What follows belongs to an exercise in optimizing a design on an open flow for small area; a production flow would make more cautious choices.
The RTL was checked by simulation tests, not by an equivalence proof against the original design.
Power and IR drop assume default switching activity.

== v1 ==
## i2rtd_engine
module i2rtd_engine (
    input  wire        clk,
    input  wire        rst,
    input  wire        ms_tick,
    input  wire        req_valid,
    output wire        req_ready,
    input  wire [7:0]  req_op,
    input  wire [16:0] req_start,
    input  wire [17:0] req_len,       
    input  wire [17:0] req_end,       
    input  wire        req_use_end,
    input  wire        req_pl_none,
    input  wire        req_halt,
    input  wire [7:0]  req_target,
    input  wire        req_on,
    input  wire        req_force,
    input  wire        pl_valid,
    input  wire [7:0]  pl_data,
    output wire        pl_ready,
    output wire        rd_valid,
    output wire [7:0]  rd_data,
    output wire        resp_valid,
    output wire [2:0]  resp_code,
    output wire        resp_bool,
    output wire        resp_mode,
    output wire        resp_k,
    output wire [1:0]  resp_space,
    output wire        resp_bound,
    output wire [18:0] resp_value,
    output wire [15:0] resp_limit,
    output wire        bus_valid,
    output reg         bus_wr,
    output reg  [1:0]  bus_dev,
    output reg  [2:0]  bus_len,
    output reg  [39:0] bus_data,
    input  wire        bus_done,
    input  wire [1:0]  bus_status,
    input  wire [7:0]  bus_rdata
);
    localparam [4:0]
        S_INIT   = 5'b00000,      
        S_IDLE   = 5'b00001,
        S_RESP   = 5'b00010,
        S_RESPD  = 5'b00011,      
        S_NEXT   = 5'b00100,      
        S_SDCHK  = 5'b00101,
        S_XSTART = 5'b00110,
        S_GOK    = 5'b00111,      
        S_PL     = 5'b01000,
        S_STEP   = 5'b01001,      
        S_CALC   = 5'b01010,      
        S_DEAD   = 5'b01011,
        S_DSD1   = 5'b01100,      
        S_DSD2   = 5'b01101,
        S_D100   = 5'b01110,
        S_DX     = 5'b01111,
        B_ISPSET = 5'b10000,      
        B_RST2   = 5'b10001,      
        B_SDSEQ  = 5'b10010,      
        B_H80    = 5'b10011,      
        B_XCMD   = 5'b10100,      
        B_CTOR   = 5'b11000,      
        B_QDBG   = 5'b11001,      
        B_GPRB   = 5'b11010,      
        B_SDPRB  = 5'b11011,      
        B_Q30    = 5'b11100,      
        B_Q31    = 5'b11101,      
        B_QG     = 5'b11110,      
        B_XRD    = 5'b11111;      
    reg [4:0]  state;
    reg        halted;
  ...
Size in the first run: roughly 710 cells after synthesis, ~71 flip-flops, roughly 200 I/O pins.
export LEC_CHECK = 0
export CAP_MARGIN = 20
export CORE_MARGIN = 2
export CORE_UTILIZATION = 40
export CTS_BUF_LIST = sky130_fd_sc_hd__clkbuf_4 sky130_fd_sc_hd__clkbuf_8
export SLEW_MARGIN = 20
create_clock -name core_clock -period 10.0 [get_ports {clk}]
standard.sh (not shown) runs the stock make flow with config.mk's settings and CLKGATE_MAP_FILE= SYNTH_SCRIPT=/design/flow/synth_recipe.tcl, a recipe that flattens the netlist after the stock synthesis.
==> flow/flow/run.sh <==
#!/bin/bash
# The standard layout (standard.sh), except that:
#  - the port buffers use the smallest buffer cell instead of the delay buffer
#    buffer_ports picks by default;
#  - clock tree synthesis inserts no dummy loads and uses the buffers listed here.
set -euo pipefail
bash standard.sh finish \
  "BUFFER_PORTS_ARGS=-buffer_cell sky130_fd_sc_hd__buf_1" \
  "CTS_ARGS=-sink_clustering_enable -repair_clock_nets -dont_use_dummy_load -buf_list {sky130_fd_sc_hd__clkbuf_4 sky130_fd_sc_hd__clkbuf_8}" \
  > flow_make.log 2>&1
v1 went all the way through the flow, and no timing, DRC or antenna check failed.
Input-level comparison between v55 and v1:
diff --git a/flow/flow/run.sh b/flow/flow/run.sh
--- a/flow/flow/run.sh
+++ b/flow/flow/run.sh
@@ -9 +9 @@
-  "CTS_ARGS=-sink_clustering_enable -repair_clock_nets -dont_use_dummy_load -buf_list {sky130_fd_sc_hd__clkbuf_4 sky130_fd_sc_hd__clkbuf_8}" \
+  "CTS_ARGS=-sink_clustering_enable -repair_clock_nets -dont_use_dummy_load -buf_list sky130_fd_sc_hd__clkbuf_4 sky130_fd_sc_hd__clkbuf_8" \
==> run notes <==
- The flow ended early for v55: it failed with a tool error in 4_1_cts.
- Re setup slack after placement: no difference whatsoever between v1 and v55.
- Diff v1 -> v55: number of buffers added on ports ~0 delta; total half-perimeter wirelength after legalization and detailed placement essentially unchanged.
Modified inputs, v45 compared to v55
Settings: changing CTS_BUF_LIST from sky130_fd_sc_hd__clkbuf_4 sky130_fd_sc_hd__clkbuf_8 to sky130_fd_sc_hd__clkbuf_8.
diff --git a/flow/flow/run.sh b/flow/flow/run.sh
--- a/flow/flow/run.sh
+++ b/flow/flow/run.sh
@@ -9 +9 @@
-  "CTS_ARGS=-sink_clustering_enable -repair_clock_nets -dont_use_dummy_load -buf_list sky130_fd_sc_hd__clkbuf_4 sky130_fd_sc_hd__clkbuf_8" \
+  "CTS_ARGS=-sink_clustering_enable -repair_clock_nets -dont_use_dummy_load -buf_list sky130_fd_sc_hd__clkbuf_8" \
v55 -> v45: number of flops mapped to enable cells by yosys delta 0, exact match
Reported for v45 and v55, synthesized instance count turned out identical to the last digit.
The xor-xnor portion of the synthesized cell area was comparable across v45 and v55.
Between v45 and v55, the difference in simple-gate portion of the synthesized area is negligible.
Both conditions hold for v45: the flow ran to the end and the final layout passed the timing, design-rule and antenna checks.

* * *

Another version of the RTL of i2rtd_engine (not shown whole).
Size in the first run: roughly 200 I/O pins.
export LEC_CHECK = 0
export ABC_AREA = 1
export CAP_MARGIN = 20
export CORE_MARGIN = 2
export CORE_UTILIZATION = 40
export CTS_BUF_LIST = sky130_fd_sc_hd__clkbuf_8
export SLEW_MARGIN = 20
create_clock -name core_clock -period 10.0 [get_ports {clk}]
==> flow/flow/run.sh <==
#!/bin/bash
# Layout flow: the standard synthesis (standard.sh synth), then the
# combinational logic between the flip-flops is re-mapped by ABC with a
# stronger area script (flip-flops, their cells and names untouched), then
# the standard layout (standard.sh finish) with two changes:
#  - the port buffers use the smallest buffer cell instead of the delay buffer
#    buffer_ports picks by default;
#  - clock tree synthesis inserts no dummy loads and uses clkbuf_8.
# Each tool writes its full output to a log file in this folder.
set -euo pipefail
R=orfs/results/${FLOW_PLATFORM}/i2rtd_engine/base
LIB=${FLOW_HOME}/platforms/${FLOW_PLATFORM}/lib/sky130_fd_sc_hd__tt_025C_1v80.lib
YOSYS=${FLOW_HOME}/../tools/install/yosys/bin/yosys
[ -x "$YOSYS" ] || YOSYS=yosys

bash standard.sh synth > synth_make.log 2>&1
cp "$R/1_2_yosys.v" standard_1_2_yosys.v

python3 flow/genmodels.py "$LIB" cell_models.v > genmodels.log 2>&1
# four ABC runs with different seeds and mappers; keep the smallest
runs=""
for k in 1 2 3 4; do
  case $k in 1|2) map="map -a";; *) map="amap";; esac
  sed -e "s/@SEED@/$k/" -e "s/@TIME@/90/" -e "s/@MAP@/$map/" flow/resynth.abc > resynth_$k.abc
  sed -e "s#@MODELS@#cell_models.v#" -e "s#@LIB@#$LIB#g" -e "s#@NET@#standard_1_2_yosys.v#" \
      -e "s#@TOP@#${FLOW_TOP}#" -e "s#@ABC@#resynth_$k.abc#" -e "s#@OUT@#resynth_$k.v#" \
      -e "s#@STAT@#resynth_$k.stat#" flow/resynth.ys > resynth_$k.ys
  ( "$YOSYS" -q -l resynth_$k.log -s resynth_$k.ys > /dev/null 2>&1 || true ) &
  runs="$runs $k"
done
wait
best=""; bestarea=""
for k in $runs; do
  if [ -s resynth_$k.v ] && [ -s resynth_$k.stat ]; then
    a=$(sed -nE "s/.*Chip area for module .*: ([0-9.]+).*/\1/p" resynth_$k.stat | tail -1)
    echo "resynth $k: $a" >> resynth_pick.log
    if [ -n "$a" ] && { [ -z "$bestarea" ] || python3 -c "import sys; sys.exit(0 if float('$a') < float('$bestarea') else 1)"; }; then
      best=$k; bestarea=$a
    fi
  fi
done
echo "picked: ${best:-standard} ${bestarea}" >> resynth_pick.log
if [ -n "$best" ]; then
  cp resynth_$best.v "$R/1_2_yosys.v"
  rm -f "$R/1_synth.odb" "$R/1_synth.sdc"
fi

bash standard.sh finish \
  "BUFFER_PORTS_ARGS=-buffer_cell sky130_fd_sc_hd__buf_1" \
  "CTS_ARGS=-sink_clustering_enable -repair_clock_nets -dont_use_dummy_load -buf_list sky130_fd_sc_hd__clkbuf_8" \
  > finish_make.log 2>&1
==> flow/flow/resynth.ys <==
# Re-map the combinational logic of the standard synthesis; the flip-flops
# (liberty black boxes) and their names are kept as they are.
read_verilog @MODELS@
read_liberty -lib -ignore_redef @LIB@
read_verilog @NET@
hierarchy -top @TOP@
flatten
techmap
opt_clean -purge
abc -liberty @LIB@ -script @ABC@ -dont_use sky130_fd_sc_hd__lpflow_bleeder_1 -dont_use sky130_fd_sc_hd__lpflow_clkbufkapwr_1 -dont_use sky130_fd_sc_hd__lpflow_clkbufkapwr_16 -dont_use sky130_fd_sc_hd__lpflow_clkbufkapwr_2 -dont_use sky130_fd_sc_hd__lpflow_clkbufkapwr_4 -dont_use sky130_fd_sc_hd__lpflow_clkbufkapwr_8 -dont_use sky130_fd_sc_hd__lpflow_clkinvkapwr_1 -dont_use sky130_fd_sc_hd__lpflow_clkinvkapwr_16 -dont_use sky130_fd_sc_hd__lpflow_clkinvkapwr_2 -dont_use sky130_fd_sc_hd__lpflow_clkinvkapwr_4 -dont_use sky130_fd_sc_hd__lpflow_clkinvkapwr_8 -dont_use sky130_fd_sc_hd__lpflow_decapkapwr_12 -dont_use sky130_fd_sc_hd__lpflow_decapkapwr_3 -dont_use sky130_fd_sc_hd__lpflow_decapkapwr_4 -dont_use sky130_fd_sc_hd__lpflow_decapkapwr_6 -dont_use sky130_fd_sc_hd__lpflow_decapkapwr_8 -dont_use sky130_fd_sc_hd__lpflow_inputiso0n_1 -dont_use sky130_fd_sc_hd__lpflow_inputiso0p_1 -dont_use sky130_fd_sc_hd__lpflow_inputiso1n_1 -dont_use sky130_fd_sc_hd__lpflow_inputiso1p_1 -dont_use sky130_fd_sc_hd__lpflow_inputisolatch_1 -dont_use sky130_fd_sc_hd__lpflow_isobufsrc_1 -dont_use sky130_fd_sc_hd__lpflow_isobufsrc_16 -dont_use sky130_fd_sc_hd__lpflow_isobufsrc_2 -dont_use sky130_fd_sc_hd__lpflow_isobufsrc_4 -dont_use sky130_fd_sc_hd__lpflow_isobufsrc_8 -dont_use sky130_fd_sc_hd__lpflow_isobufsrckapwr_16 -dont_use sky130_fd_sc_hd__lpflow_lsbuf_lh_hl_isowell_tap_1 -dont_use sky130_fd_sc_hd__lpflow_lsbuf_lh_hl_isowell_tap_2 -dont_use sky130_fd_sc_hd__lpflow_lsbuf_lh_hl_isowell_tap_4 -dont_use sky130_fd_sc_hd__lpflow_lsbuf_lh_isowell_4 -dont_use sky130_fd_sc_hd__lpflow_lsbuf_lh_isowell_tap_1 -dont_use sky130_fd_sc_hd__lpflow_lsbuf_lh_isowell_tap_2 -dont_use sky130_fd_sc_hd__lpflow_lsbuf_lh_isowell_tap_4 -dont_use sky130_fd_sc_hd__probe_p_8 -dont_use sky130_fd_sc_hd__probec_p_8 
splitnets
opt_clean -purge
hilomap -singleton -hicell sky130_fd_sc_hd__conb_1 HI -locell sky130_fd_sc_hd__conb_1 LO
insbuf -buf sky130_fd_sc_hd__buf_4 A X
opt_clean -purge
check
tee -o @STAT@ stat -liberty @LIB@
write_verilog -noattr -nohex -nodec @OUT@
Other scripts of this flow, unchanged in this note and not shown: flow/flow/genmodels.py, flow/flow/resynth.abc
The starting point completed with no timing, DRC or antenna violations.
Edit:
--- a/flow/flow/run.sh
+++ b/flow/flow/run.sh
@@ -48,4 +48,4 @@
 bash standard.sh finish \
   "BUFFER_PORTS_ARGS=-buffer_cell sky130_fd_sc_hd__buf_1" \
-  "CTS_ARGS=-sink_clustering_enable -repair_clock_nets -dont_use_dummy_load -buf_list sky130_fd_sc_hd__clkbuf_8" \
+  "CTS_ARGS=-sink_clustering_enable -repair_clock_nets -dont_use_dummy_load -buf_list sky130_fd_sc_hd__clkbuf_8 -sink_clustering_size 40 -sink_clustering_max_diameter 200" \
   > finish_make.log 2>&1
--- a/flow/flow/resynth.ys
+++ b/flow/flow/resynth.ys
@@ -12,5 +12,5 @@
 opt_clean -purge
 hilomap -singleton -hicell sky130_fd_sc_hd__conb_1 HI -locell sky130_fd_sc_hd__conb_1 LO
-insbuf -buf sky130_fd_sc_hd__buf_4 A X
+insbuf -buf sky130_fd_sc_hd__buf_1 A X
 opt_clean -purge
 check
After rerunning:
- synthesized area falls by 1.9%
- total power falls by 0.36%
- die area falls by 1.8%
- wire length rises by 1.0%

==> static timing again, ports no longer ideal <==
The results above use ideal ports. As a check the final layouts listed here were re-extracted and re-timed, cells and wires unchanged. Step 1 sets driving cells, clkbuf_16 on the clock port and buf_2 on the other inputs (assumed; they add their load-dependent delay and slew). Step 2 times the ports against the registers' clock, not the clock port: input delays grow and output delays shrink by t, the midpoint of the rising clock arrivals with the driver on. Slacks: ideal / step 1 / step 2; pairs: ideal / step 1.
| run | shift t [ns] | slack for setup (ns) | hold slack, ns | worst setup path after step 2 | cell pins on the clock port's net |
|---|---|---|---|---|---|
| v1 | 0.394 | 5.180 / 5.142 / 5.536 | 0.464 / 0.464 / 0.464 | register to output | 1 |
| v45 | 0.394 | 5.180 / 5.142 / 5.536 | 0.464 / 0.464 / 0.464 | register to output | 1 |
| the first run of note 2 | 0.406 | 4.477 / 4.443 / 4.849 | 0.557 / 0.557 / 0.557 | register to output | 1 |
| the second run of note 2 | 0.392 | 4.396 / 4.362 / 4.754 | 0.545 / 0.545 / 0.545 | register to output | 1 |
After both steps every run listed still meets setup and hold.
